What follows belongs to an exercise in optimizing a design on an open flow for small area and a short achievable clock period; a production flow would make more cautious choices.
At most, simulation tests tie the RTL to the original design; equivalence was not proved.
Power and IR drop assume default switching activity.

Setup of oak:
Design crc16_tfv, start of the top module:
module crc16_tfv (
    input  wire         clk,
    input  wire         rst,           
    input  wire         in_valid,
    input  wire [7:0]   in_byte,
    input  wire         lenient,       
    input  wire         td_reset,      
    input  wire         ce_valid,
    input  wire         ce_op,         
    input  wire [15:0]  ce_data,
    output wire [15:0]  acc,           
    output wire         busy,          
    output wire         fault,         
    output reg          rec_valid,
    output wire [127:0] rec_id,
    output wire [4:0]   rec_id_len,
    output wire [255:0] rec_val,
    output wire [5:0]   rec_val_len,
    output reg          tel_valid,
    output reg  [1:0]   tel_status,    
    output wire [5:0]   tel_count
);
Settings: LEC_CHECK=0, CAP_MARGIN=20, CORE_MARGIN=2, CORE_UTILIZATION=40, SETUP_SLACK_MARGIN=3.0, SLEW_MARGIN=20; clock period 5.0 ns.
run.sh (not shown) runs the stock make flow with config.mk's settings and CLKGATE_MAP_FILE= SYNTH_SCRIPT=/design/flow/synth_recipe.tcl, a recipe that flattens the netlist after the stock synthesis.
The following lists how pine was set up differently from oak:
--- a/flow/design.v
+++ b/flow/design.v
@@ -67,27 +67,35 @@
         for (g = 0; g < 16; g = g + 1) begin : g_id_out
             assign rec_id[8*g +: 8] = {2'b00, idb[g]};
         end
         for (g = 0; g < 32; g = g + 1) begin : g_val_out
             assign rec_val[8*g +: 8] = valb[g];
         end
     endgenerate
     wire [7:0] b = in_byte;
-    wire is_ws    = (b == 8'h09) || (b == 8'h0A) || (b == 8'h0B) ||
-                    (b == 8'h0C) || (b == 8'h0D) || (b == 8'h20);
-    wire is_digit = (b >= 8'h30) && (b <= 8'h39);
-    wire is_idch  = is_digit || (b == 8'h3A) || (b == 8'h2D) ||
-                    (b == 8'h2E) || (b == 8'h2A);
-    wire is_cr    = (b == 8'h0D);
-    wire is_slash = (b == 8'h2F);
-    wire is_bang  = (b == 8'h21);
-    wire is_open  = (b == 8'h28);
-    wire is_close = (b == 8'h29);
-    wire is_hex   = is_digit || ((b >= 8'h41) && (b <= 8'h46));
+    wire hi0      = (b[7:4] == 4'h0);
+    wire hi2      = (b[7:4] == 4'h2);
+    wire hi3      = (b[7:4] == 4'h3);
+    wire lo_le9   = ~b[3] | (~b[2] & ~b[1]);                   
+    wire is_cr    = hi0 & (b[3:0] == 4'hD);
+    wire is_ws    = (hi0 & (b[3:0] == 4'h9)) |                   
+                    (hi0 & b[3] & ~b[2] & b[1]) |                
+                    (hi0 & b[3] & b[2] & ~b[1]) |                
+                    (hi2 & (b[3:0] == 4'h0));                    
+    wire is_digit = hi3 & lo_le9;
+    wire is_idch  = (hi3 & (lo_le9 | (b[3:0] == 4'hA))) |        
+                    (hi2 & b[3] & ((~b[2] & b[1] & ~b[0]) |
+                                   (b[2] & (b[1] ^ b[0]))));    
+    wire is_slash = hi2 & (b[3:0] == 4'hF);
+    wire is_bang  = hi2 & (b[3:0] == 4'h1);
+    wire is_open  = hi2 & (b[3:0] == 4'h8);
+    wire is_close = hi2 & (b[3:0] == 4'h9);
+    wire is_hex   = is_digit |
+                    ((b[7:3] == 5'b01000) & (b[2:0] != 3'd0) & (b[2:0] != 3'd7));  
     wire cec = ce_valid & ~td_reset;
     wire byt = in_valid & ~ce_valid & ~td_reset;
     wire [15:0] acc_p;
     wire [15:0] t_in, t_ce;
     crc16_update u_p  (.acc_in(acc_q),              .data(8'h00),        .acc_out(acc_p));
     crc16_update u_ti (.acc_in(16'h0000),           .data(in_byte),      .acc_out(t_in));
     crc16_update u_tc (.acc_in(16'h0000),           .data(ce_data[7:0]), .acc_out(t_ce));
     wire [4:0] id_cur   = id_fresh ? 5'd1 : id_len;    
@@ -234,17 +242,26 @@
                 crc_len <= crc_len + 3'd1;
             if (~crc_len[2] & ~is_hex)
                 crc_bad <= 1'b1;
         end
     end
     function [3:0] hex_nib;
         input [5:0] c;
         begin
-            hex_nib = c[4] ? c[3:0] : (c[3:0] + 4'd9);
+            if (c[4])
+                hex_nib = c[3:0];
+            else case (c[2:0])
+                3'd1: hex_nib = 4'hA;
+                3'd2: hex_nib = 4'hB;
+                3'd3: hex_nib = 4'hC;
+                3'd4: hex_nib = 4'hD;
+                3'd5: hex_nib = 4'hE;
+                default: hex_nib = 4'hF;
+            endcase
         end
     endfunction
     wire [15:0] crc_hex = {hex_nib(idb[0]), hex_nib(idb[1]), hex_nib(idb[2]), hex_nib(idb[3])};
     wire [1:0] status = corr ? 2'd2 :
                         (crc_len == 3'd0) ? 2'd0 :
                         ((crc_len == 3'd4) && !crc_bad && (crc_hex == acc_q)) ? 2'd0 : 2'd1;
     always @(posedge clk) begin
         if (term_b)
Findings:
- pine ends up with lower clock network fraction of total power than oak does.
- The higher floorplan die width came out of pine.
- Delta (pine minus oak): final setup slack of the worst path +0.34 ns; average routed wire per standard cell shrank by 4.0%; post-synthesis adder-cell area fraction lower.
- Relative to oak, share of the synthesized netlist area taken by xor and xnor gates has decreased by 0.29 points in pine.
- Comparing oak and pine, worst reg2reg path depth is lower on oak.
- Going from oak to pine, cell count after synthesis went up about 3%, combinational power shows an increase of about 6%, share of the final layout cell area in sequential cells rose by 0.35 points, first-pass GRT wire length decreased by 5.1% relative to the old numbers, final period demand of the worst path went down.
- Against oak, pine comes in 0.78% lower on summed area of non-filler cells in the final layout.
No run of this note included a check of the RTL's function; only the layout flow was run.

## rev 12
The RTL this note starts from:
==> flow/design.v <==
module crc16_update (
    input  wire [15:0] acc_in,
    input  wire [7:0]  data,
    output wire [15:0] acc_out
);
    wire [7:0] x = acc_in[7:0] ^ data;
    wire       p = ^x;
    assign acc_out = {p,
                      p ^ x[7],
                      x[7] ^ x[6],
                      x[6] ^ x[5],
                      x[5] ^ x[4],
                      x[4] ^ x[3],
                      x[3] ^ x[2],
                      x[2] ^ x[1],
                      acc_in[15] ^ x[1] ^ x[0],
                      acc_in[14] ^ x[0],
                      acc_in[13:9],
                      acc_in[8] ^ p};
endmodule
module crc16_tfv (
    input  wire         clk,
    input  wire         rst,           
    input  wire         in_valid,
    input  wire [7:0]   in_byte,
    input  wire         lenient,       
    input  wire         td_reset,      
    input  wire         ce_valid,
    input  wire         ce_op,         
    input  wire [15:0]  ce_data,
    output wire [15:0]  acc,           
    output wire         busy,          
    output wire         fault,         
    output reg          rec_valid,
    output wire [127:0] rec_id,
    output wire [4:0]   rec_id_len,
    output wire [255:0] rec_val,
    output wire [5:0]   rec_val_len,
    output reg          tel_valid,
    output reg  [1:0]   tel_status,    
    output wire [5:0]   tel_count
);
    reg         busy_q, s_hdr, s_crlf, s_id, s_val, s_vend, s_crc;
    wire        s_wait = ~busy_q;
    reg [15:0]  acc_q;
    reg         len_eff;
    reg         corr;
    reg         fault_q;
    reg [5:0]   idb [0:15];    
    reg [4:0]   id_len;
    reg         id_fresh;      
    reg [5:0]   id_first;      
    reg         id_dirty;      
    reg [7:0]   valb [0:31];
    reg [5:0]   val_len;
    reg         crc_bad;       
    reg [2:0]   crc_len;       
    reg [5:0]   pend;
    assign acc         = acc_q;
    assign busy        = busy_q;
    assign fault       = fault_q;
    assign rec_id_len  = id_len;
    assign rec_val_len = val_len;
    assign tel_count   = pend;
    genvar g;
    generate
        for (g = 0; g < 16; g = g + 1) begin : g_id_out
            assign rec_id[8*g +: 8] = {2'b00, idb[g]};
        end
        for (g = 0; g < 32; g = g + 1) begin : g_val_out
            assign rec_val[8*g +: 8] = valb[g];
        end
    endgenerate
    wire [7:0] b = in_byte;
    wire hi0      = (b[7:4] == 4'h0);
    wire hi2      = (b[7:4] == 4'h2);
    wire hi3      = (b[7:4] == 4'h3);
    wire lo_le9   = ~b[3] | (~b[2] & ~b[1]);                   
    wire is_cr    = hi0 & (b[3:0] == 4'hD);
    wire is_ws    = (hi0 & (b[3:0] == 4'h9)) |                   
                    (hi0 & b[3] & ~b[2] & b[1]) |                
                    (hi0 & b[3] & b[2] & ~b[1]) |                
                    (hi2 & (b[3:0] == 4'h0));                    
    wire is_digit = hi3 & lo_le9;
    wire is_idch  = (hi3 & (lo_le9 | (b[3:0] == 4'hA))) |        
                    (hi2 & b[3] & ((~b[2] & b[1] & ~b[0]) |
                                   (b[2] & (b[1] ^ b[0]))));    
    wire is_slash = hi2 & (b[3:0] == 4'hF);
    wire is_bang  = hi2 & (b[3:0] == 4'h1);
    wire is_open  = hi2 & (b[3:0] == 4'h8);
    wire is_close = hi2 & (b[3:0] == 4'h9);
    wire is_hex   = is_digit |
                    ((b[7:3] == 5'b01000) & (b[2:0] != 3'd0) & (b[2:0] != 3'd7));  
    wire cec = ce_valid & ~td_reset;
    wire byt = in_valid & ~ce_valid & ~td_reset;
    wire [15:0] acc_p;
    wire [15:0] t_in, t_ce;
    crc16_update u_p  (.acc_in(acc_q),              .data(8'h00),        .acc_out(acc_p));
    crc16_update u_ti (.acc_in(16'h0000),           .data(in_byte),      .acc_out(t_in));
    crc16_update u_tc (.acc_in(16'h0000),           .data(ce_data[7:0]), .acc_out(t_ce));
    wire [4:0] id_cur   = id_fresh ? 5'd1 : id_len;    
    wire       id_full  = id_cur[4];
    wire       id_any   = (id_len != 5'd0);             
    wire       val_full = val_len[5];
    wire take    = in_valid & ~ce_valid;                
    wire id_oth  = ~(is_ws | is_idch | is_open);
    wire vend_oth = ~(is_ws | is_digit | is_bang | is_open);
    wire open_c  = (s_wait | s_crc) & is_slash;
    wire term_c  = s_crc & (is_cr | is_slash);
    wire commit_c = s_vend & (is_digit | is_bang);
    wire open_b  = byt & open_c;
    wire term_b  = byt & term_c;
    wire commit  = byt & commit_c;
    wire fold_e  = s_hdr | s_val | ((s_id | s_vend) & len_eff);
    wire st_ws   = s_crlf | s_id | s_vend;    
    wire st_open = s_id | s_vend;             
    wire st_bang = s_vend | s_crc;            
    wire fold_c = fold_e |
                  ((is_ws | is_digit) & st_ws) |
                  (is_idch & s_id) |
                  (is_open & st_open) |
                  (is_bang & st_bang);
    wire wait_c = (s_wait & ~is_slash) |
                  (s_crlf & ~(is_ws | is_digit)) |
                  (s_id & ~len_eff & id_oth) |
                  (s_vend & ~len_eff & vend_oth) |
                  (s_crc & is_cr);
    wire hdr_c  = open_c | (s_hdr & ~is_cr);
    wire crlf_c = (s_hdr & is_cr) | (s_crlf & is_ws);
    wire id_c   = ((s_crlf | s_vend) & is_digit) |
                  (s_id & ~is_open & (is_ws | is_idch | (len_eff & ~is_bang)));
    wire val_c  = ((s_id | s_vend) & is_open) | (s_val & ~is_close);
    wire vend_c = (s_val & is_close) | (s_vend & (is_ws | (len_eff & vend_oth)));
    wire crc_c  = (((s_id & len_eff) | s_vend) & is_bang) |
                  (s_crc & ~(is_cr | is_slash));
    always @(posedge clk) begin
        if (rst | td_reset) begin
            busy_q <= 1'b0; s_hdr <= 1'b0; s_crlf <= 1'b0; s_id <= 1'b0;
            s_val <= 1'b0; s_vend <= 1'b0; s_crc <= 1'b0;
        end else if (take) begin
            busy_q <= ~wait_c;
            s_hdr  <= hdr_c;
            s_crlf <= crlf_c;
            s_id   <= id_c;
            s_val  <= val_c;
            s_vend <= vend_c;
            s_crc  <= crc_c;
        end
    end
    wire tk      = ~rst & ~td_reset;
    wire sel_cel = tk & ce_valid & s_wait & ~ce_op;
    wire sel_cef = tk & ce_valid & s_wait & ce_op;
    wire sel_b   = tk & ~ce_valid & in_valid;
    wire sel_fold = sel_b & fold_c;
    wire sel_hold = ~rst & (td_reset | (~(ce_valid & s_wait) & ~(sel_b & (fold_c | open_c))));
    always @(posedge clk) begin
        acc_q <= ({16{sel_fold}} & (acc_p ^ t_in)) |
                 ({16{sel_cef}}  & (acc_p ^ t_ce)) |
                 ({16{sel_cel}}  & ce_data) |
                 ({16{sel_hold}} & acc_q);
    end
    always @(posedge clk) begin
        if (open_b)
            len_eff <= lenient;
        if (s_wait | s_hdr)
            corr <= 1'b0;
        else if (byt & len_eff & ((s_id & id_oth) | (s_vend & vend_oth)))
            corr <= 1'b1;
        if (rst) begin
            fault_q   <= 1'b0;
            rec_valid <= 1'b0;
            tel_valid <= 1'b0;
        end else begin
            if (byt & ((s_id & is_idch & id_full) |
                       (s_val & ~is_close & val_full) |
                       (commit & id_any & (pend == 6'd63))))
                fault_q <= 1'b1;
            rec_valid <= commit & id_any & ~fault_q;
            tel_valid <= term_b & ~fault_q;
        end
    end
    always @(posedge clk) begin
        if (s_wait | s_hdr)
            pend <= 6'd0;
        else if (commit & id_any)
            pend <= pend + 6'd1;
    end
    wire       id_app   = byt & s_id & is_idch;
    wire       id_clr   = s_wait | s_hdr | s_crlf;
    wire       id_wipe  = id_clr | (s_id & (id_dirty | id_fresh));
    wire [5:0] id_data  = (s_id | s_crc) ? b[5:0] : 6'd0;
    wire [5:0] id_data1 = (id_clr | (s_id & id_dirty)) ? 6'd0 : id_data;
    wire [5:0] id_data2 = id_wipe ? 6'd0 : id_data;
    always @(posedge clk) begin
        if (s_crlf)
            id_len <= 5'd1;
        else if (s_id) begin
            if (id_app)
                id_len <= id_cur + 5'd1;
            else if (byt & len_eff & id_oth)
                id_len <= 5'd0;
            else
                id_len <= id_cur;
        end
        id_fresh <= commit & is_digit;
        id_dirty <= byt & s_id & len_eff & id_oth;
        if (s_vend)
            id_first <= b[5:0];
    end
    integer k;
    always @(posedge clk) begin
        if (id_wipe | (s_id & (id_cur == 5'd0)) | (s_val & (id_len == 5'd0)) |
            (s_crc & (crc_len == 3'd0)))
            idb[0] <= s_crlf ? b[5:0] : (s_id & id_fresh) ? id_first : id_data;
        if (id_wipe | (s_id & (id_cur == 5'd1)) | (s_val & (id_len == 5'd1)) |
            (s_crc & (crc_len == 3'd1)))
            idb[1] <= id_data1;
        for (k = 2; k < 16; k = k + 1)
            if (id_wipe | (s_id & (id_cur == k)) | (s_val & (id_len == k)) |
                (s_crc & (crc_len == k)))
                idb[k] <= id_data2;
    end
    wire       val_clr  = ~(s_val | s_vend);
    wire       val_app  = byt & s_val & ~is_close;
    wire [7:0] val_data = s_val ? b : 8'h00;
    always @(posedge clk) begin
        if (val_clr)
            val_len <= 6'd0;
        else if (val_app)
            val_len <= val_len + 6'd1;
        for (k = 0; k < 32; k = k + 1)
            if (val_clr | (val_len == k))
                valb[k] <= val_data;
    end
    wire crc_app = byt & s_crc & ~(is_cr | is_slash | is_bang);
    always @(posedge clk) begin
        if (~s_crc) begin
            crc_len <= 3'd0;
            crc_bad <= 1'b0;
        end else if (crc_app) begin
            if (crc_len != 3'd5)
                crc_len <= crc_len + 3'd1;
            if (~crc_len[2] & ~is_hex)
                crc_bad <= 1'b1;
        end
    end
    function [3:0] hex_nib;
        input [5:0] c;
        begin
            if (c[4])
                hex_nib = c[3:0];
            else case (c[2:0])
                3'd1: hex_nib = 4'hA;
                3'd2: hex_nib = 4'hB;
                3'd3: hex_nib = 4'hC;
                3'd4: hex_nib = 4'hD;
                3'd5: hex_nib = 4'hE;
                default: hex_nib = 4'hF;
            endcase
        end
    endfunction
    wire [15:0] crc_hex = {hex_nib(idb[0]), hex_nib(idb[1]), hex_nib(idb[2]), hex_nib(idb[3])};
    wire [1:0] status = corr ? 2'd2 :
                        (crc_len == 3'd0) ? 2'd0 :
                        ((crc_len == 3'd4) && !crc_bad && (crc_hex == acc_q)) ? 2'd0 : 2'd1;
    always @(posedge clk) begin
        if (term_b)
            tel_status <= status;
    end
endmodule
Settings: LEC_CHECK=0, CAP_MARGIN=20, CORE_MARGIN=2, CORE_UTILIZATION=40, SETUP_SLACK_MARGIN=3.0, SLEW_MARGIN=20; clock period 5.0 ns.
[inputs] rev 13 vs rev 12
-- flow/design.v --
<<< rev 12, line 84
    wire is_digit = hi3 & lo_le9;
    wire is_idch  = (hi3 & (lo_le9 | (b[3:0] == 4'hA))) |        
                    (hi2 & b[3] & ((~b[2] & b[1] & ~b[0]) |
                                   (b[2] & (b[1] ^ b[0]))));    
    wire is_slash = hi2 & (b[3:0] == 4'hF);
    wire is_bang  = hi2 & (b[3:0] == 4'h1);
>>> rev 13, line 84
    wire is_digit = hi3 & lo_le9;
    wire is_idch  = (hi3 & (lo_le9 | (b[3:0] == 4'hA))) |        
                    (hi2 & (b[3:0] == 4'hA)) |                   
                    (hi2 & (b[3:0] == 4'hD)) |                   
                    (hi2 & (b[3:0] == 4'hE));                    
    wire is_slash = hi2 & (b[3:0] == 4'hF);
    wire is_bang  = hi2 & (b[3:0] == 4'h1);
<<< rev 12, line 95
    wire byt = in_valid & ~ce_valid & ~td_reset;
    wire [15:0] acc_p;
    wire [15:0] t_in, t_ce;
    crc16_update u_p  (.acc_in(acc_q),              .data(8'h00),        .acc_out(acc_p));
    crc16_update u_ti (.acc_in(16'h0000),           .data(in_byte),      .acc_out(t_in));
    crc16_update u_tc (.acc_in(16'h0000),           .data(ce_data[7:0]), .acc_out(t_ce));
    wire [4:0] id_cur   = id_fresh ? 5'd1 : id_len;    
    wire       id_full  = id_cur[4];
>>> rev 13, line 96
    wire byt = in_valid & ~ce_valid & ~td_reset;
    wire [15:0] acc_p;
    wire [15:0] t_d;
    wire [7:0]  fold_byte = ce_valid ? ce_data[7:0] : in_byte;
    crc16_update u_p (.acc_in(acc_q),    .data(8'h00),     .acc_out(acc_p));
    crc16_update u_t (.acc_in(16'h0000), .data(fold_byte), .acc_out(t_d));
    wire [4:0] id_cur   = id_fresh ? 5'd1 : id_len;    
    wire       id_full  = id_cur[4];
<<< rev 12, line 155
    wire sel_hold = ~rst & (td_reset | (~(ce_valid & s_wait) & ~(sel_b & (fold_c | open_c))));
    always @(posedge clk) begin
        acc_q <= ({16{sel_fold}} & (acc_p ^ t_in)) |
                 ({16{sel_cef}}  & (acc_p ^ t_ce)) |
                 ({16{sel_cel}}  & ce_data) |
                 ({16{sel_hold}} & acc_q);
>>> rev 13, line 156
    wire sel_hold = ~rst & (td_reset | (~(ce_valid & s_wait) & ~(sel_b & (fold_c | open_c))));
    always @(posedge clk) begin
        acc_q <= ({16{sel_fold | sel_cef}} & (acc_p ^ t_d)) |
                 ({16{sel_cel}}  & ce_data) |
                 ({16{sel_hold}} & acc_q);
The final layout from rev 13, which completed every stage, passed the timing, design-rule and antenna checks at the end of the flow. When rev 13 is set beside rev 12, its sequential fraction of the synthesis area turns out to be 0.96 points larger. Where area after synthesis is concerned, rev 12 is outperformed by rev 13. On overall global routing resource usage: between rev 13 and rev 12, it ends up higher for rev 13. Per the comparison of rev 13 with rev 12, shortest period the worst path allows rose 0.063 ns, effective utilization at floorplan higher. Diff rev 13..rev 12 | wire length on met2 | negligible. | post-route core utilization | rev 13 vs rev 12 | 0.64 points higher |. Going from rev 12 to rev 13, the buffer and inverter count on the worst path was found to have gone up by 1. For the number of setup buffers added after CTS, rev 13 came in 19 higher than rev 12 did. Between rev 12 and rev 13, largest driver fanout on the critical path decreased.
No functional check of the RTL was part of rev 13.

-- re-timing with driven ports --
The results above use ideal ports. As a check the final layouts listed here were re-extracted and re-timed, cells and wires unchanged.
Step 1: set_driving_cell puts a clkbuf_16 on clk and a buf_2 on each other input, an assumption about the parent block.
Step 2 times the ports against the registers' clock, not the clock port: input delays grow and output delays shrink by t, the midpoint of the rising clock arrivals with the driver on.
a / b / c = ideal / step 1 / step 2; a / b = the first two.
| run | shift t [ns] | setup WS [ns] | worst register clock-pin slew, ns |
|---|---|---|---|
| oak | 0.611 | 2.322 / 2.307 / 1.696 | 0.07 / 0.07 |
| pine | 0.617 | 2.659 / 2.664 / 2.047 | 0.06 / 0.06 |
| rev 12 | 0.606 | 2.715 / 2.707 / 2.101 | 0.07 / 0.07 |
| rev 13 | 0.604 | 2.652 / 2.645 / 2.041 | 0.07 / 0.07 |
After both steps every run listed still meets setup and hold. The setup slack of oak, which loses most, moves by -0.015 ns with the drivers and by -0.626 ns with both steps.
